From an optimization exercise on the open Yosys and OpenROAD flow, aimed at small area, a short achievable clock period and few clock cycles; shortcuts taken in it are not production practice. Where RTL was checked, it was by simulation tests only, not by an equivalence proof against the original. Function not checked in runs 1 to 3, 5 and 6: the RTL went through the layout flow alone. Power figures rest on the tool's default switching activity, not on a simulated workload.

`flow/design.v`:
```
module crc16_step (
    input  wire [15:0] c,
    input  wire [7:0]  b,
    output reg  [15:0] r
);
    integer j;
    always @(*) begin
        r = c ^ {8'h00, b};
        for (j = 0; j < 8; j = j + 1)
            r = r[0] ? ((r >> 1) ^ 16'hA001) : (r >> 1);
    end
endmodule
module crc16mb (
    input  wire        clk,
    input  wire        rst,         
    input  wire        swap_en,     
    input  wire        zp_guard,    
    input  wire        cmd_valid,
    output wire        cmd_ready,
    input  wire [11:0] cmd,
    output reg         rsp_valid,
    output reg  [3:0]  rsp_st,
    output reg  [31:0] rsp_dout
);
    localparam [3:0] ST_OK       = 4'd0,
                     ST_CRCMIS   = 4'd1,
                     ST_BADVAL   = 4'd2,
                     ST_SHORT    = 4'd3,
                     ST_NOTVAL   = 4'd4,
                     ST_OVF      = 4'd5,
                     ST_NORD     = 4'd6,
                     ST_ILLEGAL  = 4'd7;
    localparam [3:0] OP_CRC_INIT = 4'h1,
                     OP_CRC_UPD  = 4'h2,
                     OP_CRC_FIN  = 4'h3,
                     OP_TBL      = 4'h4,
                     OP_QRY      = 4'h5,
                     OP_FRM_CLR  = 4'h6,
                     OP_FRM_PUSH = 4'h7,
                     OP_FRM_SFX  = 4'h8,
                     OP_FRM_VAL  = 4'h9,
                     OP_FRM_DEC  = 4'hA,
                     OP_RD       = 4'hB;
    reg [15:0] crc;
    reg [15:0] crcout;
    reg [8:0]  len;
    reg        l_zero, l_ge2, l_lt13, l_ge25, l_lt32, l_le254, l_full;
    reg        crcok, rvalid, ovf, divz;
    reg [15:0] rcrc;               
    reg [7:0]  lb1, lb0;           
    reg [15:0] f_v, f_f, f_pf, f_al;
    reg [31:0] f_i, f_p, f_e;      
    reg        swq, zpq;
    reg        rst_q;              
    reg        vq;                 
    reg [11:0] cq;
    reg        ready_r;
    reg [1:0]  sph;                
    reg        dec_pend;           
    assign cmd_ready = ready_r;
    wire [3:0] op  = cq[11:8];
    wire [7:0] arg = cq[7:0];
    function illegal_word(input [11:0] w);
        case (w[11:8])
            OP_CRC_INIT, OP_CRC_FIN, OP_FRM_CLR,
            OP_FRM_SFX, OP_FRM_VAL, OP_FRM_DEC: illegal_word = (w[7:0] != 8'd0);
            OP_CRC_UPD, OP_TBL, OP_FRM_PUSH:    illegal_word = 1'b0;
            OP_QRY:                             illegal_word = (w[7:0] > 8'd7);
            OP_RD:                              illegal_word = (w[7:0] > 8'd10);
            default:                            illegal_word = 1'b1;
        endcase
    endfunction
    reg  xq;                       
    reg  d_init, d_upd, d_fin, d_tbl, d_qry, d_clr, d_push, d_sfx, d_val, d_dec;
    reg  d_rd0, d_rd1, d_rd2, d_rd3, d_rdf;    
    wire illegal = !xq;
    reg  [3:0]         gk;         
    reg  [3:0]         gdi, gdp;   
    reg  [21:0]        gms, gmc;   
    reg  [3:0]         gdp2;       
    reg  [21:0]        ga1, ga2;
    wire               gdone = (gk == 4'd10);
    wire [3:0]  i_dig = f_i[{gk[2:0], 2'b00} +: 4];
    wire [3:0]  p_dig = f_p[{gk[2:0], 2'b00} +: 4];
    wire [12:0] g_lo = (gdp == 4'd0) ? 13'd0 :
                         (gdp == 4'd1) ? 13'd500 :
                         (gdp == 4'd2) ? 13'd1000 :
                         (gdp == 4'd3) ? 13'd1500 :
                         (gdp == 4'd4) ? 13'd2000 :
                         (gdp == 4'd5) ? 13'd2500 :
                         (gdp == 4'd6) ? 13'd3000 :
                         (gdp == 4'd7) ? 13'd3500 :
                         (gdp == 4'd8) ? 13'd4000 :
                         (gdp == 4'd9) ? 13'd4500 :
                         (gdp == 4'd10) ? 13'd5000 :
                         (gdp == 4'd11) ? 13'd5500 :
                         (gdp == 4'd12) ? 13'd6000 :
                         (gdp == 4'd13) ? 13'd6500 :
                         (gdp == 4'd14) ? 13'd7000 : 13'd7500;
    wire [13:0] g_k  = (gdp2 == 4'd0) ? 14'd0 :
                         (gdp2 == 4'd1) ? 14'd1000 :
                         (gdp2 == 4'd2) ? 14'd2000 :
                         (gdp2 == 4'd3) ? 14'd3000 :
                         (gdp2 == 4'd4) ? 14'd4000 :
                         (gdp2 == 4'd5) ? 14'd5000 :
                         (gdp2 == 4'd6) ? 14'd6000 :
                         (gdp2 == 4'd7) ? 14'd7000 :
                         (gdp2 == 4'd8) ? 14'd8000 :
                         (gdp2 == 4'd9) ? 14'd9000 :
                         (gdp2 == 4'd10) ? 14'd10000 :
                         (gdp2 == 4'd11) ? 14'd11000 :
                         (gdp2 == 4'd12) ? 14'd12000 :
                         (gdp2 == 4'd13) ? 14'd13000 :
                         (gdp2 == 4'd14) ? 14'd14000 : 14'd15000;
    wire [21:0] mr0 = {6'd0, f_v & {16{gdi[0]}}};
    wire [21:0] mr1 = {5'd0, f_v & {16{gdi[1]}}, 1'b0};
    wire [21:0] mr2 = {4'd0, f_v & {16{gdi[2]}}, 2'b0};
    wire [21:0] mr3 = {3'd0, f_v & {16{gdi[3]}}, 3'b0};
    wire [21:0] mlo = ~{9'd0, g_lo};
    wire [21:0] m1s = mr0 ^ mr1 ^ mr2;
    wire [21:0] m1c = {(mr0 & mr1) | (mr0 & mr2) | (mr1 & mr2), 1'b0};
    wire [21:0] m2s = m1s ^ m1c ^ mr3;
    wire [21:0] m2c = {(m1s & m1c) | (m1s & mr3) | (m1c & mr3), 1'b1};
    wire [21:0] m3s = m2s ^ m2c ^ mlo;
    wire [21:0] m3c = {(m2s & m2c) | (m2s & mlo) | (m2c & mlo), 1'b0};
    wire [21:0] ga1_in = {{4{ga1[21]}}, ga1[21:4]};
    wire [21:0] ga2_in = {{4{ga2[21]}}, ga2[21:4]};
    wire [21:0] a1s = ga1_in ^ gms ^ gmc;
    wire [21:0] a1c = {(ga1_in & gms) | (ga1_in & gmc) | (gms & gmc), 1'b0};
    wire [21:0] a2x = ~gms, a2y = ~gmc, a2w = {8'd0, g_k};
    wire [21:0] a2s = ga2_in ^ a2x ^ a2y;
    wire [21:0] a2c = {(ga2_in & a2x) | (ga2_in & a2y) | (a2x & a2y), 1'b1};
    wire [21:0] a2t = a2s ^ a2c ^ a2w;
    wire [21:0] a2u = {(a2s & a2c) | (a2s & a2w) | (a2c & a2w), 1'b1};
    wire        gate_ok = !ga1[21] && !ga2[21];
    wire        p_zero  = (f_p == 32'd0);
    wire        gclr = rst_q || l_lt13;
    always @(posedge clk) begin
        if (gclr)
            gk <= 4'd0;
        else if (!gdone)
            gk <= gk + 4'd1;
        if (gclr || gk[3]) begin
            gdi <= 4'd0;
            gdp <= 4'd0;
        end else begin
            gdi <= i_dig;
            gdp <= p_dig;
        end
        gms  <= m3s;
        gmc  <= m3c;
        gdp2 <= gdp;
        if (gclr) begin
            ga1 <= 22'd0;
            ga2 <= 22'd0;
        end else begin
            ga1 <= a1s + a1c;
            ga2 <= a2t + a2u;
        end
    end
    wire [15:0] upd_val;                    
    crc16_step u_upd (.c(d_tbl ? 16'h0000 : crc), .b(arg), .r(upd_val));
    wire [15:0] buf_step;                   
    crc16_step u_buf (.c(rcrc), .b(lb1), .r(buf_step));
    wire exec_op  = xq;
    wire is_push  = xq && d_push;
    wire is_sfx   = xq && d_sfx;
    wire is_dec   = xq && d_dec;
    wire len_full = l_full;
    wire len_ge2  = l_ge2;
    wire sfx_ok   = !ovf && l_le254;
    wire sfx_go   = is_sfx && sfx_ok;       
    wire dec_need = crcok && l_ge25 && !p_zero;
    wire dec_new_wait = is_dec && dec_need && !gdone;
    wire dec_exec = (is_dec && !dec_new_wait) || (dec_pend && gdone);
    wire       push_wr = is_push && !len_full;
    wire       sfx_wr  = sph[1];            
    wire       wr      = push_wr || sfx_wr;
    wire [7:0] wbyte   = !sph[1] ? arg : (sph[0] ? lb0 : lb1);
    wire       wlow  = wr && l_lt32;
    wire [4:0] wpos  = len[4:0];
    always @(posedge clk) begin
        if (wlow) begin
            case (wpos)
                5'd3:  f_v[15:8]  <= wbyte;
                5'd4:  f_v[7:0]   <= wbyte;
                5'd17: f_f[15:8]  <= wbyte;
                5'd18: f_f[7:0]   <= wbyte;
                5'd19: f_pf[15:8] <= wbyte;
                5'd20: f_pf[7:0]  <= wbyte;
                5'd21: f_al[15:8] <= wbyte;
                5'd22: f_al[7:0]  <= wbyte;
                default: ;
            endcase
            if (wpos == (swq ? 5'd7 : 5'd5))   f_i[31:24] <= wbyte;
            if (wpos == (swq ? 5'd8 : 5'd6))   f_i[23:16] <= wbyte;
            if (wpos == (swq ? 5'd5 : 5'd7))   f_i[15:8]  <= wbyte;
            if (wpos == (swq ? 5'd6 : 5'd8))   f_i[7:0]   <= wbyte;
            if (wpos == (swq ? 5'd11 : 5'd9))  f_p[31:24] <= wbyte;
            if (wpos == (swq ? 5'd12 : 5'd10)) f_p[23:16] <= wbyte;
            if (wpos == (swq ? 5'd9 : 5'd11))  f_p[15:8]  <= wbyte;
            if (wpos == (swq ? 5'd10 : 5'd12)) f_p[7:0]   <= wbyte;
            if (wpos == (swq ? 5'd15 : 5'd13)) f_e[31:24] <= wbyte;
            if (wpos == (swq ? 5'd16 : 5'd14)) f_e[23:16] <= wbyte;
            if (wpos == (swq ? 5'd13 : 5'd15)) f_e[15:8]  <= wbyte;
            if (wpos == (swq ? 5'd14 : 5'd16)) f_e[7:0]   <= wbyte;
        end
    end
    reg [7:0] qry_byte;
    always @(*) begin
        case (arg[2:0])
            3'd0: qry_byte = 8'h01;
            3'd1: qry_byte = 8'h04;
            3'd2: qry_byte = 8'h00;
            3'd3: qry_byte = 8'h00;
            3'd4: qry_byte = 8'h00;
            3'd5: qry_byte = 8'h0A;
            3'd6: qry_byte = 8'h70;
            default: qry_byte = 8'h0D;
        endcase
    end
    reg [31:0] fld_val;                     
    always @(*) begin
        case (arg[3:0])
            4'd4:    fld_val = {16'd0, f_v};
            4'd5:    fld_val = f_i;
            4'd6:    fld_val = f_p;
            4'd7:    fld_val = f_e;
            4'd8:    fld_val = {16'd0, f_f};
            4'd9:    fld_val = {16'd0, f_pf};
            default: fld_val = {16'd0, f_al};
        endcase
    end
    wire o_init = xq && d_init, o_upd = xq && d_upd, o_fin = xq && d_fin;
    wire o_tbl  = xq && d_tbl, o_qry = xq && d_qry, o_clr = xq && d_clr, o_val = xq && d_val;
    wire o_rd0  = xq && d_rd0, o_rd1 = xq && d_rd1, o_rd2 = xq && d_rd2, o_rd3 = xq && d_rd3;
    wire o_rdf  = xq && d_rdf;
    wire val_ok = !ovf && len_ge2;
    wire val_go = o_val && val_ok;
    wire val_eq = lb1 == rcrc[7:0] && lb0 == rcrc[15:8];
    wire sph1   = sph == 2'd1;
    wire sph3   = sph == 2'd3;
    wire [15:0] crc_sw  = {crc[7:0], crc[15:8]};
    wire [15:0] rcrc_sw = {rcrc[7:0], rcrc[15:8]};
    wire [15:0] sfx_c   = l_zero ? rcrc : buf_step;    
    wire [15:0] sfx_csw = {sfx_c[7:0], sfx_c[15:8]};
    wire [15:0] crc_d    = o_init ? 16'hFFFF : o_upd ? upd_val : sph1 ? sfx_c :
                           val_go ? rcrc : crc;
    wire [15:0] crcout_d = o_fin ? crc_sw : sph1 ? sfx_csw : val_go ? rcrc_sw : crcout;
    wire [8:0]  len_d    = o_clr ? 9'd0 : wr ? len + 9'd1 : len;
    wire sel_crc = o_init || o_upd || o_rd0;
    wire sel_cro = o_fin || val_go || sph3 || o_rd1;
    wire sel_len = is_push || o_rd2;
    wire sel_flg = o_rd3;
    wire sel_fld = o_rdf && rvalid;
    wire [31:0] dout_d = ({32{sel_crc}} & {16'd0, crc_d}) |
                         ({32{sel_cro}} & {16'd0, crcout_d}) |
                         ({32{sel_len}} & {23'd0, len_d}) |
                         ({32{o_tbl}}   & {16'd0, upd_val}) |
                         ({32{o_qry}}   & {24'd0, qry_byte}) |
                         ({32{sel_flg}} & {28'd0, divz, ovf, rvalid, crcok}) |
                         ({32{sel_fld}} & fld_val);
    reg [3:0] st_d;
    always @(*) begin
        st_d = ST_OK;
        if (vq && !xq)
            st_d = ST_ILLEGAL;
        else if ((is_push && len_full) || (is_sfx && !sfx_ok) || (o_val && ovf))
            st_d = ST_OVF;
        else if (o_val && !len_ge2)
            st_d = ST_SHORT;
        else if (o_val && !val_eq)
            st_d = ST_CRCMIS;
        else if (o_rdf && !rvalid)
            st_d = ST_NORD;
        else if (dec_exec) begin
            if (!crcok)
                st_d = ST_NOTVAL;
            else if (!l_ge25)
                st_d = ST_SHORT;
            else if (p_zero ? !zpq : !gate_ok)
                st_d = ST_BADVAL;
        end
    end
    wire        accept  = cmd_valid && ready_r;
    wire [3:0]  cmd_op  = cmd[11:8];
    always @(posedge clk) begin
        if (rst) begin
            vq        <= 1'b0;
            xq        <= 1'b0;
            ready_r   <= 1'b1;
            sph       <= 2'd0;
            dec_pend  <= 1'b0;
            rsp_valid <= 1'b0;
        end else begin
            vq <= accept;
            xq <= accept && !illegal_word(cmd);
            ready_r <= !((accept && cmd_op == OP_FRM_SFX) ||
                         (accept && cmd_op == OP_FRM_DEC && !gdone) ||
                         sfx_go || sph1 ||
                         dec_new_wait || (dec_pend && !gdone));
            rsp_valid <= (vq && !sfx_go && !dec_new_wait) || sph3 || (dec_pend && gdone);
            if (sfx_go)
                sph <= 2'd1;
            else if (sph != 2'd0)
                sph <= sph + 2'd1;
            if (dec_exec)
                dec_pend <= 1'b0;
            else if (dec_new_wait)
                dec_pend <= 1'b1;
        end
    end
    always @(posedge clk) begin
        rst_q    <= rst;
        d_init <= cmd_op == OP_CRC_INIT;
        d_upd  <= cmd_op == OP_CRC_UPD;
        d_fin  <= cmd_op == OP_CRC_FIN;
        d_tbl  <= cmd_op == OP_TBL;
        d_qry  <= cmd_op == OP_QRY;
        d_clr  <= cmd_op == OP_FRM_CLR;
        d_push <= cmd_op == OP_FRM_PUSH;
        d_sfx  <= cmd_op == OP_FRM_SFX;
        d_val  <= cmd_op == OP_FRM_VAL;
        d_dec  <= cmd_op == OP_FRM_DEC;
        d_rd0  <= cmd_op == OP_RD && cmd[3:0] == 4'd0;
        d_rd1  <= cmd_op == OP_RD && cmd[3:0] == 4'd1;
        d_rd2  <= cmd_op == OP_RD && cmd[3:0] == 4'd2;
        d_rd3  <= cmd_op == OP_RD && cmd[3:0] == 4'd3;
        d_rdf  <= cmd_op == OP_RD && cmd[3:2] != 2'b00;
        swq      <= swap_en;
        zpq      <= zp_guard;
        cq       <= cmd;
        rsp_st   <= st_d;
        rsp_dout <= dout_d;
        crc    <= crc_d;
        crcout <= crcout_d;
        len    <= len_d;
        l_zero  <= len_d == 9'd0;
        l_ge2   <= len_d >= 9'd2;
        l_lt13  <= len_d < 9'd13;
        l_ge25  <= len_d >= 9'd25;
        l_lt32  <= len_d < 9'd32;
        l_le254 <= len_d <= 9'd254;
        l_full  <= len_d[8];
        if (sfx_go) begin
            if (len_ge2)
                rcrc <= buf_step;
            lb1 <= lb0;
        end
        if (sph1) begin
            rcrc <= sfx_c;
            lb1  <= sfx_c[7:0];
            lb0  <= sfx_c[15:8];
        end
        if (o_clr) begin
            rcrc   <= 16'hFFFF;
            crcok  <= 1'b0;
            rvalid <= 1'b0;
            ovf    <= 1'b0;
        end
        if (is_push) begin
            crcok  <= 1'b0;
            rvalid <= 1'b0;
            if (len_full) begin
                ovf <= 1'b1;
            end else begin
                if (len_ge2)
                    rcrc <= buf_step;
                lb1 <= lb0;
                lb0 <= arg;
            end
        end
        if (is_sfx) begin
            crcok  <= 1'b0;
            rvalid <= 1'b0;
            if (!sfx_ok)
                ovf <= 1'b1;
        end
        if (o_val)
            crcok <= val_go && val_eq;
        if (dec_exec) begin
            divz   <= crcok && l_ge25 && p_zero && !zpq;
            rvalid <= crcok && l_ge25 && (p_zero ? zpq : gate_ok);
        end
        if (rst_q) begin
            crc    <= 16'hFFFF;
            crcout <= 16'hFFFF;
            len    <= 9'd0;
            {l_zero, l_ge2, l_lt13, l_ge25, l_lt32, l_le254, l_full} <= 7'b1010110;
            rcrc   <= 16'hFFFF;
            crcok  <= 1'b0;
            rvalid <= 1'b0;
            ovf    <= 1'b0;
            divz   <= 1'b0;
        end
    end
endmodule
```
`flow/flow/run.sh`:
```
#!/bin/bash
# Layout flow: the standard flow, except that the slow delay cells
# (clkdlybuf4s*, dlygate*, dlymetal*) and the weakest buffers (buf_1, clkbuf_1) are kept out of every step after
# synthesis, so port buffers and repair buffers are ordinary buffers.
# Synthesis is the standard one, run unchanged. Each step's full output
# goes to a log file of its own in this folder.
set -euo pipefail
bash standard.sh synth > synth.log 2>&1
DU=$(make -s -C "$FLOW_HOME" DESIGN_CONFIG="$PWD/config.mk" WORK_HOME="$PWD/orfs" print-DONT_USE_CELLS 2>/dev/null | sed -n 's/^DONT_USE_CELLS: //p')
for c in clkdlybuf4s15_1 clkdlybuf4s15_2 clkdlybuf4s18_1 clkdlybuf4s18_2 clkdlybuf4s25_1 \
         clkdlybuf4s25_2 clkdlybuf4s50_1 clkdlybuf4s50_2 dlygate4sd1_1 dlygate4sd2_1 \
         dlygate4sd3_1 dlymetal6s2s_1 dlymetal6s4s_1 dlymetal6s6s_1 buf_1 clkbuf_1; do
  DU="$DU sky130_fd_sc_hd__$c"
done
bash standard.sh "DONT_USE_CELLS=$DU" floorplan > floorplan.log 2>&1
bash standard.sh "DONT_USE_CELLS=$DU" place > place.log 2>&1
bash standard.sh "DONT_USE_CELLS=$DU" cts > cts.log 2>&1
bash standard.sh "DONT_USE_CELLS=$DU" route > route.log 2>&1
bash standard.sh "DONT_USE_CELLS=$DU" finish > finish.log 2>&1
```
`flow/standard.sh`:
```
#!/bin/bash
# synth_recipe.tcl (not shown) runs the flow's synth.tcl, then flattens the netlist and writes it again
# the make line also repeats each setting of config.mk as NAME=value (left out here)
make -C /OpenROAD-flow-scripts/flow DESIGN_CONFIG=/design/flow/config.mk WORK_HOME=/design/flow/orfs CLKGATE_MAP_FILE= SYNTH_SCRIPT=/design/flow/synth_recipe.tcl "${@:-finish}"
```
`flow/config.mk`:
```
export PLATFORM = sky130hd
export DESIGN_NAME = crc16mb
export DESIGN_NICKNAME = crc16mb
export VERILOG_FILES = /design/flow/design.v
export SDC_FILE = /design/flow/constraint.sdc
export NUM_CORES = 8
export LEC_CHECK = 0
export CAP_MARGIN = 60
export CORE_MARGIN = 2
export CORE_UTILIZATION = 60
export PLACE_DENSITY = 0.7
export SLEW_MARGIN = 60
```
`flow/constraint.sdc`:
```
create_clock -name core_clock -period 13.0 [get_ports {clk}]
set_input_delay 2.6000 -clock core_clock [delete_from_list [all_inputs] [get_ports {clk}]]
set_output_delay 2.6000 -clock core_clock [all_outputs]
set_load 0.01 [all_outputs]
```
==> impl_metrics.py, run 1 <==
metrics = {
    "clock_tree": {
        "cts_tree": "done",
        "hold_buffers": 0,
        "cts_root_buffer": "clkbuf_16",
        "htreeDepth": 2,
        "clock-sinks": 400,
        "clockBufferDepth": 3,
        "clk_pin_slew_ns": 0.06,
        "clk_latency_ns": 0.58,
        "cts_resized": 0,
        "cts_setup_buffers": 0,
        "cts_made_buffers": 43,
    },
    "worst_setup_path": {
        "cp-start-kind": "register",
        "r2r-start": "gms[3]$_DFF_P_",
        "path_class": "reg2out",
        "critPathMaxStageDelay_ns": 0.37,
        "critical_path_buf_inv_count": 1,
        "r2r_end": "ga2[21]$_SDFF_PP0_",
        "worstPathArrival_ns": 1.07,
        "crit_chain": "buf_2",
        "crit_required_ns": 10.40,
        "cp_top_family": "flip-flops",
        "r2r_slack_ns": 9.33,
        "path_max_fanout": 1,
        "ff2ff_path_depth": 13,
        "slowest_stage": "dfxtp_1",
        "cp-end-kind": "output pin",
    },
    "floorplanning": {
        "pin_count": 55,
        "fp-row-count": 68,
        "die_w_um": 190,
        "initial_core_util_pct": 60.7,
        "core-area_sq_mm": 0.0344,
        "die_h_um": 190,
        "fp.dieArea_sq_mm": 0.0363,
    },
    "logic_synthesis": {
        "netlist_area_sq_mm": 0.0208,
        "avgSynthCellArea_sq_um": 10.5,
        "synth_seq_cells": 400,
        "synth_top_area_share_pct": 23.0,
        "synth-warning-count": 2,
        "synth_ff_type": "dfxtp_1",
        "ys_types": 80,
        "synth_top_area_cell": "dfxtp_1",
        "synthesis.nets": 2158,
        "synth_edf_count": 160,
        "async_reset_ff_share_pct": 0,
        "ys_seq_area_share_pct": 46.1,
        "synth_cells": 1981,
        "synthTopCellsByArea": "dfxtp_1 (23%), edfxtp_1 (23%), fa_1 (8.2%)",
    },
    "layout": {
        "final_nets": 2191,
        "diodes": 0,
        "drive_above_1_share_pct": 13.0,
        "stdcell_count": 2504,
        "area_growth_pct": 11.2,
    },
    "placed_design": {
        "hpwl_um": 39300,
        "io_buffers": 53,
        "placed_cells": 2422,
        "place_congestion": 0.965,
    },
    "timing": {
        "fin_tns_setup_ns": 0,
        "period_needed_ns": 3.67,
        "finalSetupViolations": 0,
        "finClkSkew_ns": 0.0347,
        "slew_headroom_pct": 59.1,
        "final_hold_viol_count": 0,
        "maxSlewViolCount": 0,
        "worst_pin_slew_ns": 0.611,
        "whs_ns": 0.460,
        "rsz0062_at_grt": "no",
        "period_share_pct": 28.3,
        "clock.fmax_mhz": 272,
    },
    "grt": {
        "gr-total-overflow": 0,
        "grt_pass1_wl_um": 86200,
        "grt_usage_pct": 31.0,
        "grt_start_max_net_pins": 42,
        "grt_pass1_vias": 15400,
        "antenna_found_initial": 1,
    },
    "route": {
        "first_pass_iters": 7,
        "wire_per_inst_um": 22.2,
        "totalWireLength_um": 55700,
        "drtAntennaViolNets": 0,
        "drc": 0,
        "vias": 15700,
        "drt_iter0_drc": 1813,
        "avgViaCountPerCell": 6.27,
    },
    "hold_path": {
        "hold_class": "reg2reg",
        "hold_path_depth": 0,
        "holdPathEnd": "gdp2[3]$_DFF_P_",
        "hold_start": "gdp[3]$_SDFF_PP0_",
    },
    "power": {
        "power_mw": 3.52,
        "p_leak_nw": 9.28,
        "power_density_mw_per_mm2": 152,
        "ir_drop_uv": 264,
    },
    "flow_run": {
        "drv_cap": 0,
    },
    "status": {
        "status": "timing/DRC/antenna clean",
    },
}
area by class of cell:
| class | count | area (sq um) |
|---|---|---|
| fillers | 2665 | 11200 |
| multi-input cells | 1322 | 10400 |
| flip-flops and latches | 400 | 9620 |
| clock buffers | 59 | 1230 |
| inverters | 152 | 571 |
| well taps | 455 | 569 |
| repair buffers | 95 | 517 |
| clock inverters | 21 | 319 |
metal layers:
metal	GRT usage, %	wire [um]	vias to the layer above
met4	11.8	2070	2
met2	51.6	26700	819
met1	40.2	21800	7572
met5	0	13	-
met3	5.89	5160	145
li1	-	-	7157
where the power goes:
group          switching (mW)  internal, mW  leakage, nW  total [mW]
sequential              0.100          1.38         3.39        1.48
combinational           0.386         0.338         5.12       0.724
clock                   0.516         0.808        0.768        1.32
placed cells by master, fill, tap and decap left out, types with 33 or more instances in the layout:
cell,instances
buf_2,85
nor2_1,143
nand2_1,134
mux2i_1,33
o21ai_0,62
edfxtp_1,160
xor2_1,35
xnor2_1,52
a22oi_1,61
dfxtp_1,234
a21oi_1,103
fa_1,85
ha_1,74
nor3_1,49
clkbuf_16,43
inv_1,151
and2_1,70
state kept, by name, summed over array words and instances (netlist names), 18 cells and up:
signal and flops:
f_e 32, f_i 32, f_p 32, ga1 18
ga2 18, gmc 18, gms 19, rsp_dout 32
cell usage after synthesis (52+ instances only):
cell      count
a21oi_1     103
a22oi_1      61
and2_1       74
clkbuf_1     84
dfxtp_1     240
edfxtp_1    160
fa_1         85
ha_1         75
inv_1       151
nand2_1     136
nor2_1      151
o21ai_0      63
xnor2_1      52
worst max-delay path by stage:
| stage | startpoint | endpoint | depth (start not counted) |
|---|---|---|---|
| 2_1_floorplan | cmd[11] | xq$_SDFF_PP0_ | 6 |
| 3_3_place_gp | cmd[7] | xq$_SDFF_PP0_ | 5 |
| 3_5_place_dp | cmd[10] | ready_r$_SDFF_PP1_ | 5 |
| 4_1_cts | rsp_dout[0]$_DFF_P_ | rsp_dout[0] | 1 |
| 5_1_grt | gms[3]$_DFF_P_ | ga2[21]$_SDFF_PP0_ | 13 |
| 6_report | rsp_dout[15]$_DFF_P_ | rsp_dout[15] | 1 |
cell families (layout without fill, tap and decap cells):
kind of cell / after synthesis / in the layout / share of synthesized area [%]
AOI/OAI and AO/OA: 444 / 444 / 14.6
xor gates and xnor gates: 95 / 95 / 4.45
adders and majority gates: 160 / 160 / 12.7
buffers and inverters: 259 / 327 / 4.73
DFF: 400 / 400 / 46.1
muxes: 74 / 74 / 4.66
other: 1 / 1 / 0.0180
and+or+nand+nor: 548 / 548 / 12.8
through the flow:
step,util (%),instance area (sq um),worst slack (ns)
final,67.4,23200,9.33
after CTS,67.3,23100,9.32
after floorplan,-,20800,9.27
after global placement,62.5,21500,9.10
after global routing,67.4,23200,9.17
after detailed placement,62.8,21600,9.22
==> run 2: changes to the inputs <==
--- a/flow/design.v
+++ b/flow/design.v
@@ -80,4 +80,7 @@
     reg  [3:0]         gdp2;       
-    reg  [21:0]        ga1, ga2;
-    wire               gdone = (gk == 4'd10);
+    reg  [21:0]        ga1;        
+    reg  [15:0]        gsum;       
+    reg                gate_q;     
+    reg                gcy;        
+    wire               gdone = (gk == 4'd11);
     wire [3:0]  i_dig = f_i[{gk[2:0], 2'b00} +: 4];
@@ -126,11 +129,7 @@
     wire [21:0] ga1_in = {{4{ga1[21]}}, ga1[21:4]};
-    wire [21:0] ga2_in = {{4{ga2[21]}}, ga2[21:4]};
     wire [21:0] a1s = ga1_in ^ gms ^ gmc;
     wire [21:0] a1c = {(ga1_in & gms) | (ga1_in & gmc) | (gms & gmc), 1'b0};
-    wire [21:0] a2x = ~gms, a2y = ~gmc, a2w = {8'd0, g_k};
-    wire [21:0] a2s = ga2_in ^ a2x ^ a2y;
-    wire [21:0] a2c = {(ga2_in & a2x) | (ga2_in & a2y) | (a2x & a2y), 1'b1};
-    wire [21:0] a2t = a2s ^ a2c ^ a2w;
-    wire [21:0] a2u = {(a2s & a2c) | (a2s & a2w) | (a2c & a2w), 1'b1};
-    wire        gate_ok = !ga1[21] && !ga2[21];
+    wire [21:0] ga1_d  = a1s + a1c;
+    wire [15:0] gsum_d = {{4{gsum[15]}}, gsum[15:4]} + {2'b00, g_k} - {15'd0, gcy};
+    wire        gate_ok = gate_q;
     wire        p_zero  = (f_p == 32'd0);
@@ -153,8 +152,11 @@
         if (gclr) begin
-            ga1 <= 22'd0;
-            ga2 <= 22'd0;
+            ga1  <= 22'd0;
+            gsum <= 16'd0;
+            gcy  <= 1'b0;
         end else begin
-            ga1 <= a1s + a1c;
-            ga2 <= a2t + a2u;
+            ga1  <= ga1_d;
+            gsum <= gsum_d;
+            gcy  <= gsum_d[3:0] < ga1_d[3:0];
         end
+        gate_q <= !ga1[21] && ($signed({{6{gsum[15]}}, gsum}) >= $signed(ga1));
     end
==> impl_metrics.py, run 2 <==
metrics = {
    "status": {
        "status": "timing/DRC/antenna clean",
    },
    "worst_setup_path": {
        "slowest_stage": "dfxtp_1",
        "critPathMaxStageDelay_ns": 0.40,
        "cp-start-kind": "register",
        "worstPathArrival_ns": 1.13,
        "crit_chain": "buf_2",
        "r2r_slack_ns": 9.56,
        "path_max_fanout": 1,
        "cp_top_family": "flip-flops",
        "path_class": "reg2out",
        "crit_required_ns": 10.40,
        "cp-end-kind": "output pin",
        "critical_path_buf_inv_count": 1,
    },
    "layout": {
        "area_growth_pct": 11.5,
        "diodes": 0,
        "final_util_pct": 67.4,
        "layout_common_cells": "dfxtp_1 (236), edfxtp_1 (160), inv_1 (150)",
        "drive_above_1_share_pct": 13.7,
        "final_common_cell": "dfxtp_1",
        "fillCellCount": 2615,
        "final_nets": 2195,
    },
    "route": {
        "vias": 15600,
        "drc": 0,
        "totalWireLength_um": 54600,
        "drtAntennaViolNets": 0,
        "first_pass_iters": 6,
        "wire_per_inst_um": 21.8,
        "avgViaCountPerCell": 6.19,
        "drt_iter0_drc": 1615,
    },
    "logic_synthesis": {
        "synth_edf_count": 160,
        "synth-warning-count": 2,
        "synth_seq_cells": 404,
        "synth_ff_type": "dfxtp_1",
        "ys_types": 87,
        "synth_top_area_cell": "dfxtp_1",
        "synthesis.nets": 2163,
        "post-synth-top-count-cell": "dfxtp_1",
        "ys_seq_area_share_pct": 46.7,
        "ys_top_cells_by_count": "dfxtp_1 (244), edfxtp_1 (160), inv_1 (151), nor2_1 (151), nand2_1 (150)",
        "synthTopCellsByArea": "dfxtp_1 (24%), edfxtp_1 (23%), fa_1 (5.8%)",
        "avgSynthCellArea_sq_um": 10.4,
        "async_reset_ff_share_pct": 0,
        "synth_cells": 1991,
        "synth_top_area_share_pct": 23.6,
        "netlist_area_sq_mm": 0.0207,
    },
    "floorplanning": {
        "initial_core_util_pct": 60.4,
        "fp-row-count": 68,
        "die_w_um": 190,
        "core-area_sq_mm": 0.0343,
        "fp.dieArea_sq_mm": 0.0360,
        "die_h_um": 190,
        "pin_count": 55,
    },
    "clock_tree": {
        "cts_made_buffers": 43,
        "cts_resized": 0,
        "clk_pin_slew_ns": 0.07,
        "clk_latency_ns": 0.57,
        "clockBufferDepth": 3,
        "htreeDepth": 2,
        "cts_setup_buffers": 0,
        "clock-sinks": 404,
        "cts_tree": "done",
        "hold_buffers": 0,
        "cts_root_buffer": "clkbuf_16",
    },
    "power": {
        "power_density_mw_per_mm2": 153,
        "p_leak_nw": 9.18,
        "ir_drop_uv": 188,
    },
    "timing": {
        "period_needed_ns": 3.73,
        "worst_pin_slew_ns": 0.598,
        "fin_ws_ns": 9.27,
        "fin_tns_setup_ns": 0,
        "finalSetupViolations": 0,
        "rsz0062_at_grt": "no",
        "final_hold_viol_count": 0,
        "maxSlewViolCount": 0,
        "period_share_pct": 28.7,
        "finClkSkew_ns": 0.0172,
        "slew_headroom_pct": 60.1,
        "clock.fmax_mhz": 268,
    },
    "grt": {
        "gr-total-overflow": 0,
        "grt_start_max_net_pins": 42,
        "grt_usage_pct": 30.5,
        "grt_pass1_wl_um": 84600,
        "grt_pass1_vias": 15100,
        "antenna_found_initial": 1,
    },
    "placed_design": {
        "io_buffers": 53,
        "place_congestion": 0.910,
        "hpwl_um": 39300,
        "place_ws_ns": 8.71,
    },
    "flow_run": {
        "drv_cap": 0,
    },
    "hold_path": {
        "hold_class": "reg2reg",
    },
}
[run 2: cell count changes in the layout (fill, tap and decap cells not counted), sizes merged, moves of 6 or more]
cell	change
nand2	+15
a21oi	+13
o22ai	-6
clkinv	-6
fa	-25
ha	+20
nand3	+6
o211ai	-6
nand4	+7
o21ai	+7
nor3	-19
[run 2: area by class of cell]
| type | count | area (sq um) | area share [%] |
|---|---|---|---|
| Multi-Input combinational cell | 1332 | 10200 | 44.0 |
| Timing Repair Buffer | 91 | 485 | 2.10 |
| Clock inverter | 17 | 380 | 1.65 |
| Clock buffer | 61 | 1250 | 5.39 |
| Tap cell | 455 | 569 | 2.46 |
| Inverter | 151 | 568 | 2.46 |
| Sequential cell | 404 | 9700 | 42.0 |
[run 2: where the power goes]
part | internal (mW) | total [mW] | switching [mW]
sequential | 1.38 | 1.47 | 0.0890
clock | 0.874 | 1.39 | 0.515
combinational | 0.290 | 0.677 | 0.387
total | 2.55 | 3.54 | 0.991
[run 2: kinds of logic after synthesis]
kind of cell    count (synthesis)  share of synthesized area, %
compound gates                450                          14.6
xor+xnor                       93                          4.46
mux                            68                          4.38
other cells                     1                        0.0181
simple gates                  565                          13.4
fa+ha+maj                     155                          11.5
flops                         404                          46.7
buf+inv                       255                          4.87
[run 2: through the flow]
stage | instance area (sq um) | std cells | power, mW | hold slack, ns
after detailed placement | 21400 | 2429 | 2.15 | 0.453
after floorplan | 20700 | 1991 | 1.98 | 0.329
after global routing | 23100 | 2511 | 3.66 | 0.487
after CTS | 23000 | 2507 | 3.53 | 0.471
after global placement | 21300 | 2429 | 2.13 | 0.454
final | 23100 | 2511 | 3.54 | 0.473
[run 2: path summary, 6_finish.rpt]
| path | startpoint | endpoint | depth (start not counted) |
|---|---|---|---|
| setup / recovery | rsp_dout[3]$_DFF_P_ | rsp_dout[3] | 1 |
| hold / removal | divz$_SDFFE_PP0P_ | divz$_SDFFE_PP0P_ | 2 |
| setup reg to reg | ga1[5]$_SDFF_PP0_ | ga1[21]$_SDFF_PP0_ | 13 |
| hold reg to reg | divz$_SDFFE_PP0P_ | divz$_SDFFE_PP0P_ | 2 |
[run 2: tightest hold or removal path, stage by stage, from the launching register on]
cell     delay [ns]
dfxtp_1        0.32
nand2_1        0.06
a21oi_1        0.05
[run 2: layer usage]
layer  global-route usage, %  share of wire, %  vias to the layer above
li1                        -                 -                     7165
met1                    42.7                43                     7558
met2                    46.6                44                      713
met3                    7.66                10                      112
met4                    9.75               2.8                        4
met5                    1.92              0.19                        -
==> run 3: changes to the inputs <==
--- a/flow/config.mk
+++ b/flow/config.mk
@@ -10,2 +10,4 @@
 export CORE_UTILIZATION = 60
+export CTS_CLUSTER_DIAMETER = 80
+export CTS_CLUSTER_SIZE = 25
 export PLACE_DENSITY = 0.7
==> impl_metrics.py, run 3 <==
metrics = {
    "power": {
        "power_density_mw_per_mm2": 133,
        "power_mw": 2.95,
        "p_leak_nw": 8.75,
        "ir_drop_uv": 183,
    },
    "worst_setup_path": {
        "crit_chain": "buf_2",
        "slowest_stage": "dfxtp_1",
        "r2r_slack_ns": 9.56,
        "worstPathArrival_ns": 1.12,
        "crit_cells": 1,
        "crit_path_end": "rsp_dout[3]",
        "crit_required_ns": 10.40,
        "cp-startpoint": "rsp_dout[3]$_DFF_P_",
        "r2r_end": "ga1[21]$_SDFF_PP0_",
        "cp-end-kind": "output pin",
        "critical_path_buf_inv_count": 1,
        "r2r-start": "ga1[5]$_SDFF_PP0_",
        "path_class": "reg2out",
        "cp_top_family": "flip-flops",
        "cp-start-kind": "register",
        "critPathMaxStageDelay_ns": 0.40,
        "path_max_fanout": 1,
        "ff2ff_path_depth": 13,
    },
    "layout": {
        "fillCellCount": 2719,
        "final_nets": 2175,
        "area_growth_pct": 7.27,
        "final_util_pct": 64.8,
        "drive_above_1_share_pct": 12.0,
        "stdcell_count": 2474,
        "multiInputGateArea_sq_mm": 0.0102,
        "diodes": 0,
        "ff_latch_area_sq_mm": 0.00970,
        "final_common_cell": "dfxtp_1",
        "layout_common_cells": "dfxtp_1 (238), edfxtp_1 (160), inv_1 (150)",
    },
    "clock_tree": {
        "clockBufferDepth": 3,
        "clk_pin_slew_ns": 0.09,
        "cts_resized": 0,
        "hold_buffers": 0,
        "htreeDepth": 1,
        "cts_root_buffer": "clkbuf_16",
        "cts_made_buffers": 23,
        "cts_tree": "done",
        "clock-sinks": 404,
        "clk_latency_ns": 0.57,
        "cts_setup_buffers": 0,
    },
    "floorplanning": {
        "fp.dieArea_sq_mm": 0.0360,
        "fp-row-count": 68,
        "die_h_um": 190,
        "die_w_um": 190,
        "pin_count": 55,
        "initial_core_util_pct": 60.4,
        "core-area_sq_mm": 0.0343,
    },
    "logic_synthesis": {
        "netlist_area_sq_mm": 0.0207,
        "synth_edf_count": 160,
        "ys_types": 87,
        "synth_ff_type": "dfxtp_1",
        "avgSynthCellArea_sq_um": 10.4,
        "synth_cells": 1991,
        "synth_seq_cells": 404,
        "synthTopCellsByArea": "dfxtp_1 (24%), edfxtp_1 (23%), fa_1 (5.8%)",
        "ys_seq_area_share_pct": 46.7,
        "synth_top_area_cell": "dfxtp_1",
        "ys_top_cells_by_count": "dfxtp_1 (244), edfxtp_1 (160), inv_1 (151), nor2_1 (151), nand2_1 (150)",
        "synth_top_area_share_pct": 23.6,
        "synth-warning-count": 2,
        "synthesis.nets": 2163,
        "post-synth-top-count-cell": "dfxtp_1",
        "async_reset_ff_share_pct": 0,
    },
    "hold_path": {
        "hold_path_depth": 2,
        "hold_start": "divz$_SDFFE_PP0P_",
        "hold_class": "reg2reg",
    },
    "timing": {
        "rsz0062_at_grt": "no",
        "clock.fmax_mhz": 269,
        "maxSlewViolCount": 0,
        "fin_tns_setup_ns": 0,
        "period_share_pct": 28.6,
        "period_needed_ns": 3.72,
        "finClkSkew_ns": 0.0471,
        "slew_headroom_pct": 60.5,
        "final_hold_viol_count": 0,
        "finalSetupViolations": 0,
        "worst_pin_slew_ns": 0.592,
    },
    "route": {
        "vias": 15400,
        "wire_per_inst_um": 21.7,
        "drt_iter0_drc": 1652,
        "drc": 0,
        "avgViaCountPerCell": 6.24,
        "totalWireLength_um": 53600,
        "first_pass_iters": 9,
        "drtAntennaViolNets": 0,
    },
    "grt": {
        "antenna_found_initial": 1,
        "grt_pass1_wl_um": 83200,
        "grt_start_max_net_pins": 42,
        "gr-total-overflow": 0,
        "grt_usage_pct": 29.8,
        "grt_pass1_vias": 14700,
    },
    "status": {
        "status": "timing/DRC/antenna clean",
    },
    "placed_design": {
        "placed_cells": 2429,
        "hpwl_um": 39300,
        "io_buffers": 53,
        "place_congestion": 0.910,
    },
    "flow_run": {
        "drv_cap": 0,
    },
}
-- run 3: cell counts after synthesis --
Identical to the previous run, type by type.
-- run 3: worst min-delay path by stage --
stage	slack [ns]	to
6_report	0.48	divz$_SDFFE_PP0P_
3_5_place_dp	0.45	gdp2[3]$_DFF_P_
4_1_cts	0.48	divz$_SDFFE_PP0P_
5_1_grt	0.49	divz$_SDFFE_PP0P_
3_3_place_gp	0.45	gdp2[3]$_DFF_P_
2_1_floorplan	0.33	gdp2[2]$_DFF_P_
-- run 3: power breakdown --
| group | total, mW | leakage, nW | internal (mW) | switching, mW |
|---|---|---|---|---|
| registers | 1.47 | 3.42 | 1.38 | 0.0886 |
| clock network | 0.811 | 0.380 | 0.379 | 0.432 |
| logic | 0.674 | 4.95 | 0.290 | 0.384 |
| total | 2.95 | 8.75 | 2.05 | 0.905 |
-- run 3: kinds of logic after synthesis --
kind of cell	synth area share [%]
mux	4.38
other cells	0.0181
fa+ha+maj	11.5
xor+xnor	4.46
simple gates	13.4
flops	46.7
buf+inv	4.87
compound gates	14.6
-- run 3: per-stage QoR --
step	worst slack, ns	hold WS (ns)	area, sq um
global route	9.23	0.492	22200
floorplan	9.01	0.329	20700
CTS	9.26	0.475	22200
detailed placement	8.71	0.453	21400
finish	9.28	0.480	22200
global placement	8.71	0.454	21300
-- run 3: final cells by class --
| type | count | area share, % |
|---|---|---|
| Clock buffer | 30 | 2.85 |
| Clock inverter | 11 | 0.546 |
| Inverter | 151 | 2.56 |
| Multi-Input combinational cell | 1332 | 45.7 |
| Sequential cell | 404 | 43.6 |
| Tap cell | 455 | 2.56 |
| Timing Repair Buffer | 91 | 2.18 |
-- run 3: per-layer routing --
layer	vias up	wire length [um]	track usage (%)
met3	93	5440	7.05
met2	708	23600	45.5
met5	-	104	1.92
met4	4	1390	8.08
li1	7107	-	-
met1	7516	23000	42.7
==> run 4: changes to the inputs <==
--- a/flow/design.v
+++ b/flow/design.v
@@ -132,2 +132,3 @@
     wire [21:0] ga1_d  = a1s + a1c;
+    wire [22:0] gdiff  = {{7{gsum[15]}}, gsum} - {ga1[21], ga1};    
     wire [15:0] gsum_d = {{4{gsum[15]}}, gsum[15:4]} + {2'b00, g_k} - {15'd0, gcy};
@@ -160,3 +161,3 @@
         end
-        gate_q <= !ga1[21] && ($signed({{6{gsum[15]}}, gsum}) >= $signed(ga1));
+        gate_q <= !ga1[21] && !gdiff[22];
     end
==> impl_metrics.py, run 4 <==
metrics = {
    "status": {
        "status": "timing/DRC/antenna clean",
    },
    "timing": {
        "period_share_pct": 28.5,
        "finClkSkew_ns": 0.0464,
        "fin_tns_setup_ns": 0,
        "maxSlewViolCount": 0,
        "period_needed_ns": 3.71,
        "rsz0062_at_grt": "no",
        "worst_pin_slew_ns": 0.602,
        "final_hold_viol_count": 0,
        "slew_headroom_pct": 59.9,
        "fin_ws_ns": 9.29,
        "clock.fmax_mhz": 270,
        "finalSetupViolations": 0,
    },
    "clock_tree": {
        "cts_root_buffer": "clkbuf_16",
        "cts_setup_buffers": 0,
        "cts_tree": "done",
        "hold_buffers": 0,
        "clk_pin_slew_ns": 0.10,
        "clockBufferDepth": 3,
        "clk_latency_ns": 0.57,
        "cts_made_buffers": 22,
        "cts_resized": 0,
        "htreeDepth": 1,
        "clock-sinks": 404,
    },
    "placed_design": {
        "place_ws_ns": 8.74,
        "place_congestion": 0.945,
        "hpwl_um": 37900,
        "io_buffers": 53,
    },
    "logic_synthesis": {
        "synth_top_area_share_pct": 23.7,
        "ys_top_cells_by_count": "dfxtp_1 (244), nor2_1 (161), edfxtp_1 (160), inv_1 (141), nand2_1 (134)",
        "ys_types": 88,
        "synthesis.nets": 2139,
        "synth_edf_count": 160,
        "netlist_area_sq_mm": 0.0206,
        "synthTopCellsByArea": "dfxtp_1 (24%), edfxtp_1 (23%), fa_1 (5.8%)",
        "avgSynthCellArea_sq_um": 10.5,
        "ys_seq_area_share_pct": 47.0,
        "synth-warning-count": 2,
        "async_reset_ff_share_pct": 0,
        "synth_top_area_cell": "dfxtp_1",
        "synth_cells": 1968,
        "synth_ff_type": "dfxtp_1",
        "post-synth-top-count-cell": "dfxtp_1",
        "synth_seq_cells": 404,
    },
    "power": {
        "power_switching_uw": 867,
        "ir_drop_uv": 140,
        "swShare_pct": 29.9,
        "power_density_mw_per_mm2": 131,
        "p_leak_nw": 8.66,
        "p_clk_share_pct": 28.0,
        "seq_power_share_pct": 50.8,
        "p_comb_share_pct": 21.2,
        "internal_power_mw": 2.03,
    },
    "route": {
        "totalWireLength_um": 52800,
        "drt_iter0_drc": 1699,
        "drc": 0,
        "vias": 15300,
        "wire_per_inst_um": 21.6,
        "drtAntennaViolNets": 0,
        "avgViaCountPerCell": 6.24,
        "first_pass_iters": 8,
    },
    "hold_path": {
        "hold_start": "divz$_SDFFE_PP0P_",
        "hold_path_depth": 2,
        "hold_class": "reg2reg",
        "holdPathEnd": "divz$_SDFFE_PP0P_",
    },
    "worst_setup_path": {
        "slowest_stage": "dfxtp_1",
        "r2r-start": "ga1[5]$_SDFF_PP0_",
        "crit_chain": "buf_2",
        "critPathMaxStageDelay_ns": 0.39,
        "crit_required_ns": 10.40,
        "path_class": "reg2out",
        "ff2ff_path_depth": 13,
        "path_max_fanout": 1,
        "cp-end-kind": "output pin",
        "critical_path_buf_inv_count": 1,
        "worstPathArrival_ns": 1.11,
        "r2r_end": "ga1[19]$_SDFF_PP0_",
        "cp-start-kind": "register",
        "r2r_slack_ns": 9.60,
        "cp_top_family": "flip-flops",
    },
    "floorplanning": {
        "core-area_sq_mm": 0.0337,
        "die_h_um": 189,
        "fp.dieArea_sq_mm": 0.0358,
        "initial_core_util_pct": 61.2,
        "pin_count": 55,
        "die_w_um": 189,
        "fp-row-count": 67,
    },
    "grt": {
        "grt_start_max_net_pins": 39,
        "grt_use_met3_pct": 3.65,
        "grt_pass1_vias": 14800,
        "met2_usage_pct": 47.8,
        "antenna_found_initial": 0,
        "grt_pass1_wl_um": 82800,
        "gr-total-overflow": 0,
        "gr-usage-met1_pct": 41.0,
        "grt_usage_pct": 29.6,
        "grt_busiest_layer": "met2",
    },
    "flow_run": {
        "drv_cap": 0,
    },
    "layout": {
        "final_nets": 2153,
        "layout_common_cells": "dfxtp_1 (239), edfxtp_1 (160), nor2_1 (154)",
        "diodes": 0,
        "area_growth_pct": 7.40,
        "drive_above_1_share_pct": 11.4,
        "final_common_cell": "dfxtp_1",
    },
}
-- run 4: cell families after synthesis --
group | after synthesis | synth area share [%]
other | 1 | 0.0182
buffers and inverters | 241 | 4.54
adders and majority gates | 154 | 11.5
xor gates and xnor gates | 103 | 4.85
AOI/OAI and AO/OA | 446 | 14.6
and+or+nand+nor | 552 | 13.1
DFF | 404 | 47.0
muxes | 67 | 4.36
-- run 4: power by group through the flow --
| stage | Combinational, mW | Sequential, mW | Clock (mW) |
|---|---|---|---|
| finish | 0.614 | 1.47 | 0.811 |
| global route | 0.672 | 1.48 | 0.863 |
| CTS | 0.601 | 1.47 | 0.818 |
| detailed placement | 0.599 | 1.50 | 0 |
| global placement | 0.584 | 1.49 | 0 |
| floorplan | 0.485 | 1.46 | 0 |
-- run 4: area by class of cell --
| class | count | area [sq um] |
|---|---|---|
| flip-flops and latches | 404 | 9700 |
| clock inverters | 11 | 145 |
| well taps | 448 | 561 |
| repair buffers | 89 | 490 |
| inverters | 142 | 536 |
| fillers | 2701 | 11600 |
| multi-input cells | 1323 | 10100 |
| clock buffers | 29 | 609 |
-- run 4: worst max-delay path by stage --
| stage | startpoint | to | cells past startpoint |
|---|---|---|---|
| after floorplan | cmd[7] | xq$_SDFF_PP0_ | 6 |
| after global placement | cmd[7] | xq$_SDFF_PP0_ | 7 |
| after detailed placement | cmd[7] | xq$_SDFF_PP0_ | 7 |
| after CTS | rsp_dout[8]$_DFF_P_ | rsp_dout[8] | 1 |
| after global routing | cmd[7] | xq$_SDFF_PP0_ | 7 |
| final | rsp_dout[8]$_DFF_P_ | rsp_dout[8] | 1 |
-- run 4: per-stage QoR --
stage / cells / hold slack (ns) / area (sq um) / power, mW / utilization [%]
floorplan: 1968 / 0.329 / 20600 / 1.95 / -
global placement: 2404 / 0.464 / 21200 / 2.08 / 63.0
detailed placement: 2406 / 0.469 / 21400 / 2.09 / 63.4
CTS: 2446 / 0.485 / 22100 / 2.89 / 65.6
global route: 2446 / 0.504 / 22100 / 3.01 / 65.7
finish: 2446 / 0.482 / 22100 / 2.90 / 65.7
-- run 4: routing by layer --
metal  wire length, um  share of wire, %  vias to the layer above
met3              4390               8.3                      125
li1                  -                 -                     7036
met1             22000                42                     7374
met2             24300                46                      725
met4              2170               4.1                        0
met5                 0                 0                        -
-- run 4: worst reg2reg max path: cells and delay by family, from the launching register on --
family	cells	cell delay [ns]
adder cells (fa/ha/maj)	3	0.87
AND/OR/NAND/NOR	1	0.05
flip-flops	1	0.32
buffers and inverters	2	0.10
XOR/XNOR	1	0.17
AO/OA/AOI/OAI	6	1.77
Testbench counts of run 4, summed over its fixed seeds: cycles 8,464.
==> run 5: changes to the inputs <==
--- a/flow/design.v
+++ b/flow/design.v
@@ -62,16 +62,7 @@
     wire [7:0] arg = cq[7:0];
-    function illegal_word(input [11:0] w);
-        case (w[11:8])
-            OP_CRC_INIT, OP_CRC_FIN, OP_FRM_CLR,
-            OP_FRM_SFX, OP_FRM_VAL, OP_FRM_DEC: illegal_word = (w[7:0] != 8'd0);
-            OP_CRC_UPD, OP_TBL, OP_FRM_PUSH:    illegal_word = 1'b0;
-            OP_QRY:                             illegal_word = (w[7:0] > 8'd7);
-            OP_RD:                              illegal_word = (w[7:0] > 8'd10);
-            default:                            illegal_word = 1'b1;
-        endcase
-    endfunction
-    reg  xq;                       
     reg  d_init, d_upd, d_fin, d_tbl, d_qry, d_clr, d_push, d_sfx, d_val, d_dec;
     reg  d_rd0, d_rd1, d_rd2, d_rd3, d_rdf;    
-    wire illegal = !xq;
+    reg  a_z;                                  
+    reg  a_h;                                  
+    reg  a_q;                                  
     reg  [3:0]         gk;         
@@ -167,6 +158,5 @@
     crc16_step u_buf (.c(rcrc), .b(lb1), .r(buf_step));
-    wire exec_op  = xq;
-    wire is_push  = xq && d_push;
-    wire is_sfx   = xq && d_sfx;
-    wire is_dec   = xq && d_dec;
+    wire is_push  = vq && d_push;
+    wire is_sfx   = vq && d_sfx && a_z;
+    wire is_dec   = vq && d_dec && a_z;
     wire len_full = l_full;
@@ -236,6 +226,10 @@
     end
-    wire o_init = xq && d_init, o_upd = xq && d_upd, o_fin = xq && d_fin;
-    wire o_tbl  = xq && d_tbl, o_qry = xq && d_qry, o_clr = xq && d_clr, o_val = xq && d_val;
-    wire o_rd0  = xq && d_rd0, o_rd1 = xq && d_rd1, o_rd2 = xq && d_rd2, o_rd3 = xq && d_rd3;
-    wire o_rdf  = xq && d_rdf;
+    wire o_init = vq && d_init && a_z, o_upd = vq && d_upd, o_fin = vq && d_fin && a_z;
+    wire o_tbl  = vq && d_tbl, o_qry = vq && d_qry && a_q, o_clr = vq && d_clr && a_z;
+    wire o_val  = vq && d_val && a_z;
+    wire o_rd0  = vq && d_rd0 && a_h, o_rd1 = vq && d_rd1 && a_h;
+    wire o_rd2  = vq && d_rd2 && a_h, o_rd3 = vq && d_rd3 && a_h;
+    wire o_rdf  = vq && d_rdf && a_h;
+    wire legal  = o_init || o_upd || o_fin || o_tbl || o_qry || o_clr || o_val || is_push ||
+                  is_sfx || is_dec || o_rd0 || o_rd1 || o_rd2 || o_rd3 || o_rdf;
     wire val_ok = !ovf && len_ge2;
@@ -268,3 +262,3 @@
         st_d = ST_OK;
-        if (vq && !xq)
+        if (vq && !legal)
             st_d = ST_ILLEGAL;
@@ -292,3 +286,2 @@
             vq        <= 1'b0;
-            xq        <= 1'b0;
             ready_r   <= 1'b1;
@@ -299,3 +292,2 @@
             vq <= accept;
-            xq <= accept && !illegal_word(cmd);
             ready_r <= !((accept && cmd_op == OP_FRM_SFX) ||
@@ -331,3 +323,6 @@
         d_rd3  <= cmd_op == OP_RD && cmd[3:0] == 4'd3;
-        d_rdf  <= cmd_op == OP_RD && cmd[3:2] != 2'b00;
+        d_rdf  <= cmd_op == OP_RD && cmd[3:2] != 2'b00 && cmd[3:0] <= 4'd10;
+        a_z    <= cmd[7:0] == 8'd0;
+        a_h    <= cmd[7:4] == 4'd0;
+        a_q    <= cmd[7:3] == 5'd0;
         swq      <= swap_en;
==> impl_metrics.py, run 5 <==
metrics = {
    "logic_synthesis": {
        "post-synth-top-count-cell": "dfxtp_1",
        "synth_edf_count": 160,
        "ys_top_cells_by_count": "dfxtp_1 (246), edfxtp_1 (160), nor2_1 (158), inv_1 (147), nand2_1 (137)",
        "avgSynthCellArea_sq_um": 10.4,
        "synth_simple_gate_area_share_pct": 13.4,
        "synth_top_area_cell": "dfxtp_1",
        "synth-xor-area-share_pct": 4.43,
        "ys_seq_area_share_pct": 46.9,
        "synth-compound-area-share_pct": 14.3,
        "netlist_area_sq_mm": 0.0207,
        "ys_types": 80,
        "synth-warning-count": 2,
        "synthesis.nets": 2161,
        "synth_cells": 1990,
        "synthMuxAreaShare_pct": 4.87,
        "synth_seq_cells": 406,
        "synth_top_family_by_area": "compound AO/OA/AOI/OAI gates",
        "synth_top_area_share_pct": 23.7,
        "synth_ff_type": "dfxtp_1",
        "synthTopCellsByArea": "dfxtp_1 (24%), edfxtp_1 (23%), fa_1 (5.8%)",
        "synthAdderAreaFrac_pct": 11.5,
        "async_reset_ff_share_pct": 0,
    },
    "power": {
        "p_comb_share_pct": 23.9,
        "ir_drop_uv": 150,
        "internal_power_mw": 2.13,
        "seq_power_share_pct": 48.5,
        "p_clk_share_pct": 27.7,
        "p_leak_nw": 8.88,
        "power_mw": 3.06,
        "power_density_mw_per_mm2": 137,
        "swShare_pct": 30.4,
        "power_switching_uw": 931,
    },
    "layout": {
        "fin_area_sq_mm": 0.0223,
        "drive_above_1_share_pct": 11.2,
        "final_nets": 2175,
        "layout_common_cells": "dfxtp_1 (241), edfxtp_1 (160), nor2_1 (151)",
        "diodes": 0,
        "area_growth_pct": 7.48,
        "final_common_cell": "dfxtp_1",
    },
    "grt": {
        "grt_usage_pct": 30.2,
        "gr-total-overflow": 0,
        "grt_pass1_wl_um": 84300,
        "grt_start_max_net_pins": 44,
        "grt_pass1_vias": 15100,
        "antenna_found_initial": 1,
    },
    "clock_tree": {
        "htreeDepth": 1,
        "cts_made_buffers": 23,
        "clockBufferDepth": 3,
        "cts_root_buffer": "clkbuf_16",
        "cts_resized": 0,
        "cts_tree": "done",
        "clock-sinks": 406,
        "hold_buffers": 0,
        "clk_pin_slew_ns": 0.10,
        "clk_latency_ns": 0.57,
        "cts_setup_buffers": 0,
    },
    "worst_setup_path": {
        "crit_required_ns": 10.40,
        "r2r-start": "gms[2]$_DFF_P_",
        "worstPathArrival_ns": 1.18,
        "cp-startpoint": "rsp_dout[6]$_DFF_P_",
        "crit_cells": 1,
        "r2r_slack_ns": 9.74,
        "path_class": "reg2out",
        "cp_top_family": "flip-flops",
        "cp-start-kind": "register",
        "slowest_stage": "dfxtp_1",
        "cp-end-kind": "output pin",
        "critical_path_buf_inv_count": 1,
        "path_max_fanout": 1,
        "ff2ff_path_depth": 10,
        "critPathMaxStageDelay_ns": 0.44,
        "r2r_end": "ga1[20]$_SDFF_PP0_",
        "crit_chain": "buf_2",
    },
    "timing": {
        "slew_headroom_pct": 61.8,
        "period_needed_ns": 3.78,
        "maxSlewViolCount": 0,
        "fin_tns_setup_ns": 0,
        "finalSetupViolations": 0,
        "clock.fmax_mhz": 264,
        "worst_pin_slew_ns": 0.572,
        "final_hold_viol_count": 0,
        "rsz0062_at_grt": "no",
        "period_share_pct": 29.1,
        "finClkSkew_ns": 0.0220,
    },
    "hold_path": {
        "holdPathEnd": "vq$_SDFF_PP0_",
        "hold_start": "ready_r$_SDFF_PP1_",
        "hold_path_depth": 2,
        "hold_class": "reg2reg",
    },
    "floorplanning": {
        "initial_core_util_pct": 60.5,
        "core-area_sq_mm": 0.0343,
        "fp.dieArea_sq_mm": 0.0361,
        "pin_count": 55,
        "die_h_um": 190,
        "die_w_um": 190,
        "fp-row-count": 68,
    },
    "route": {
        "avgViaCountPerCell": 6.24,
        "drtAntennaViolNets": 0,
        "drt_iter0_drc": 1746,
        "wire_per_inst_um": 21.8,
        "first_pass_iters": 6,
        "drc": 0,
        "totalWireLength_um": 54100,
        "vias": 15500,
    },
    "status": {
        "status": "timing/DRC/antenna clean",
    },
    "placed_design": {
        "hpwl_um": 39800,
        "placedInstanceArea_sq_mm": 0.0215,
        "place_congestion": 0.903,
        "io_buffers": 53,
    },
    "flow_run": {
        "drv_cap": 0,
    },
}
run 5: cell types whose count changed in the layout (fill, tap and decap cells not counted), sizes merged, moves of 7 or more:
| cell | change |
|---|---|
| o21ai | +12 |
| xnor2 | +7 |
| a21oi | -8 |
| xor2 | -17 |
| nor3 | -10 |
| mux2i | +11 |
| inv | +8 |
| nand2b | +26 |
run 5: logic make-up (layout without fill, tap and decap cells):
logic type | count (synthesis) | in the layout
mux | 78 | 78
other cells | 1 | 1
flops | 406 | 406
fa+ha+maj | 154 | 154
simple gates | 565 | 565
xor+xnor | 94 | 94
compound gates | 443 | 443
buf+inv | 249 | 280
run 5: area by class of cell:
class	count	area (sq um)
Inverter	147	552
Tap cell	455	569
Clock buffer	31	642
Multi-Input combinational cell	1335	10100
Sequential cell	406	9740
Fill cell	2719	12000
Clock inverter	11	161
Timing Repair Buffer	91	495
run 5: power groups by stage:
stage | registers [mW] | clock network, mW | logic, mW
final | 1.48 | 0.847 | 0.731
after global routing | 1.49 | 0.898 | 0.784
after CTS | 1.48 | 0.858 | 0.720
after detailed placement | 1.51 | 0 | 0.715
after global placement | 1.51 | 0 | 0.700
after floorplan | 1.47 | 0 | 0.581
run 5: metal layers:
layer | track usage [%] | wire length, um
met5 | 0 | 0
met4 | 9.75 | 1950
met3 | 3.45 | 4000
met2 | 51.1 | 25700
met1 | 40.9 | 22400
run 5: worst max-delay path by stage:
stage	end	slack, ns
after floorplan	d_rd2$_DFF_P_	9.51
after global placement	d_rd1$_DFF_P_	9.25
after detailed placement	d_rd2$_DFF_P_	9.18
after CTS	rsp_dout[6]	9.21
after global routing	rsp_dout[6]	9.18
final	rsp_dout[6]	9.22
run 5: worst min-delay path: cells and delay by family, from the launching register on:
| kind | cells | cell delay (ns) |
|---|---|---|
| DFF | 1 | 0.33 |
| and+or+nand+nor | 2 | 0.11 |
run 5: per-stage QoR:
stage | cells | utilization [%] | worst slack (ns) | hold WS (ns)
floorplan | 1990 | - | 9.51 | 0.329
global placement | 2429 | 62.2 | 9.25 | 0.444
detailed placement | 2434 | 62.6 | 9.18 | 0.442
CTS | 2476 | 65.0 | 9.21 | 0.464
global route | 2476 | 65.0 | 9.18 | 0.491
finish | 2476 | 65.0 | 9.22 | 0.464
==> run 6: changes to the inputs <==
--- a/flow/config.mk
+++ b/flow/config.mk
@@ -7,3 +7,3 @@
 export LEC_CHECK = 0
-export CAP_MARGIN = 60
+export CAP_MARGIN = 20
 export CORE_MARGIN = 2
@@ -13,2 +13,2 @@
 export PLACE_DENSITY = 0.7
-export SLEW_MARGIN = 60
+export SLEW_MARGIN = 20
==> impl_metrics.py, run 6 <==
metrics = {
    "hold_path": {
        "hold_path_depth": 2,
        "holdPathEnd": "vq$_SDFF_PP0_",
        "hold_class": "reg2reg",
        "hold_start": "ready_r$_SDFF_PP1_",
    },
    "timing": {
        "final_hold_viol_count": 0,
        "clock.fmax_mhz": 261,
        "slew_headroom_pct": 27.4,
        "fin_tns_setup_ns": 0,
        "period_share_pct": 29.5,
        "maxSlewViolCount": 0,
        "finClkSkew_ns": 0.0400,
        "rsz0062_at_grt": "no",
        "worst_pin_slew_ns": 1.09,
        "period_needed_ns": 3.83,
        "finalSetupViolations": 0,
    },
    "placed_design": {
        "io_buffers": 53,
        "hpwl_um": 39700,
        "place_congestion": 0.903,
        "placedInstanceArea_sq_mm": 0.0213,
    },
    "clock_tree": {
        "cts_resized": 0,
        "clockBufferDepth": 3,
        "cts_made_buffers": 23,
        "clk_latency_ns": 0.58,
        "htreeDepth": 1,
        "cts_setup_buffers": 0,
        "clock-sinks": 406,
        "hold_buffers": 0,
        "clk_pin_slew_ns": 0.10,
        "cts_tree": "done",
        "cts_root_buffer": "clkbuf_16",
    },
    "floorplanning": {
        "fp-row-count": 68,
        "die_w_um": 190,
        "core-area_sq_mm": 0.0343,
        "fp.dieArea_sq_mm": 0.0361,
        "pin_count": 55,
        "initial_core_util_pct": 60.5,
        "die_h_um": 190,
    },
    "logic_synthesis": {
        "ys_top_cells_by_count": "dfxtp_1 (246), edfxtp_1 (160), nor2_1 (158), inv_1 (147), nand2_1 (137)",
        "synthMuxAreaShare_pct": 4.87,
        "async_reset_ff_share_pct": 0,
        "synth-xor-area-share_pct": 4.43,
        "synth_top_family_by_area": "compound AO/OA/AOI/OAI gates",
        "synth_top_area_cell": "dfxtp_1",
        "synth_edf_count": 160,
        "synth-compound-area-share_pct": 14.3,
        "post-synth-top-count-cell": "dfxtp_1",
        "synth-warning-count": 2,
        "synthTopCellsByArea": "dfxtp_1 (24%), edfxtp_1 (23%), fa_1 (5.8%)",
        "synth_top_area_share_pct": 23.7,
        "ys_types": 80,
        "synth_seq_cells": 406,
        "synthesis.nets": 2161,
        "netlist_area_sq_mm": 0.0207,
        "avgSynthCellArea_sq_um": 10.4,
        "synthAdderAreaFrac_pct": 11.5,
        "ys_seq_area_share_pct": 46.9,
        "synth_cells": 1990,
        "synth_simple_gate_area_share_pct": 13.4,
        "synth_ff_type": "dfxtp_1",
    },
    "layout": {
        "area_growth_pct": 6.70,
        "fin_area_sq_mm": 0.0221,
        "layout_common_cells": "dfxtp_1 (245), edfxtp_1 (160), nor2_1 (158)",
        "drive_above_1_share_pct": 9.83,
        "final_common_cell": "dfxtp_1",
        "diodes": 0,
        "final_nets": 2170,
    },
    "route": {
        "avgViaCountPerCell": 6.21,
        "wl_met2_um": 25100,
        "wire_per_inst_um": 21.8,
        "drtAntennaViolNets": 0,
        "totalWireLength_um": 53900,
        "drc": 0,
        "first_pass_iters": 7,
        "vias": 15300,
        "wl_met1_um": 22000,
        "met3_length_um": 4620,
        "drt_iter0_drc": 1662,
        "top_layer": "met4",
    },
    "grt": {
        "grt_usage_pct": 30.0,
        "grt_pass1_vias": 15000,
        "gr-total-overflow": 0,
        "grt_start_max_net_pins": 44,
        "antenna_found_initial": 1,
        "grt_pass1_wl_um": 84000,
    },
    "worst_setup_path": {
        "r2r_slack_ns": 9.35,
        "path_max_fanout": 1,
        "cp-end-kind": "output pin",
        "path_class": "reg2out",
        "r2r_end": "rsp_dout[4]$_DFF_P_",
        "critPathMaxStageDelay_ns": 0.46,
        "crit_chain": "buf_2",
        "cp_top_family": "flip-flops",
        "ff2ff_path_depth": 7,
        "critical_path_buf_inv_count": 1,
        "r2r-start": "sph[0]$_SDFFE_PP0P_",
        "cp-start-kind": "register",
        "slowest_stage": "dfxtp_1",
        "crit_required_ns": 10.40,
        "worstPathArrival_ns": 1.23,
    },
    "flow_run": {
        "drv_cap": 0,
    },
    "power": {
        "swShare_pct": 30.7,
        "power_switching_uw": 933,
        "p_leak_nw": 8.80,
        "power_mw": 3.04,
        "seq_power_share_pct": 48.8,
        "ir_drop_uv": 160,
        "p_clk_share_pct": 27.1,
        "power_density_mw_per_mm2": 137,
        "internal_power_mw": 2.10,
        "p_comb_share_pct": 24.1,
    },
    "status": {
        "status": "timing/DRC/antenna clean",
    },
}
run 6: cells by family (layout without fill, tap and decap cells):
kind of cell	after synthesis	after routing
adder cells (fa/ha/maj)	154	154
AND/OR/NAND/NOR	565	565
flip-flops	406	406
buffers and inverters	249	274
other	1	1
AO/OA/AOI/OAI	443	443
multiplexers	78	78
XOR/XNOR	94	94
run 6: final cells by class:
class,instances,area [sq um]
fillers,2731,12200
multi-input cells,1335,10100
flip-flops and latches,406,9730
clock buffers,29,627
well taps,455,569
inverters,147,552
repair buffers,86,430
clock inverters,12,144
run 6: metal layers:
metal	track usage [%]	vias to the layer above
met5	0	-
met4	9.96	0
met3	4.19	126
met2	49.9	727
met1	40.9	7400
li1	-	7081
run 6: worst max path at each step:
stage | from | end | slack (ns) | depth (start not counted)
after floorplan | cmd[10] | d_rd2$_DFF_P_ | 9.51 | 4
after global placement | cmd[10] | d_rd1$_DFF_P_ | 9.25 | 6
after detailed placement | cmd[10] | d_rd2$_DFF_P_ | 9.19 | 5
after CTS | rsp_dout[6]$_DFF_P_ | rsp_dout[6] | 9.20 | 1
after global routing | sph[1]$_SDFFE_PP0P_ | rsp_dout[4]$_DFF_P_ | 9.06 | 9
final | rsp_dout[6]$_DFF_P_ | rsp_dout[6] | 9.17 | 1
run 6: power groups by stage:
| stage | Combinational [mW] | Sequential (mW) | Clock (mW) |
|---|---|---|---|
| finish | 0.731 | 1.48 | 0.823 |
| global placement | 0.700 | 1.51 | 0 |
| floorplan | 0.581 | 1.47 | 0 |
| detailed placement | 0.711 | 1.51 | 0 |
| global route | 0.782 | 1.49 | 0.877 |
| CTS | 0.719 | 1.48 | 0.834 |
run 6: through the flow:
| step | hold WS [ns] | util, % | std cells | setup slack, ns |
|---|---|---|---|---|
| 2_1_floorplan | 0.329 | - | 1990 | 9.51 |
| 3_3_place_gp | 0.444 | 62.2 | 2429 | 9.25 |
| 3_5_place_dp | 0.439 | 62.2 | 2429 | 9.19 |
| 4_1_cts | 0.456 | 64.5 | 2470 | 9.20 |
| 5_1_grt | 0.483 | 64.5 | 2470 | 9.06 |
| 6_report | 0.457 | 64.5 | 2470 | 9.17 |

Check on run 6: ideal ports give 9.171 ns setup slack; a clkbuf_16 on the clock port and buf_2 on the inputs give 9.117 ns; moving port delays by the midpoint clock arrival (0.612 ns) as well gives 9.206 ns.
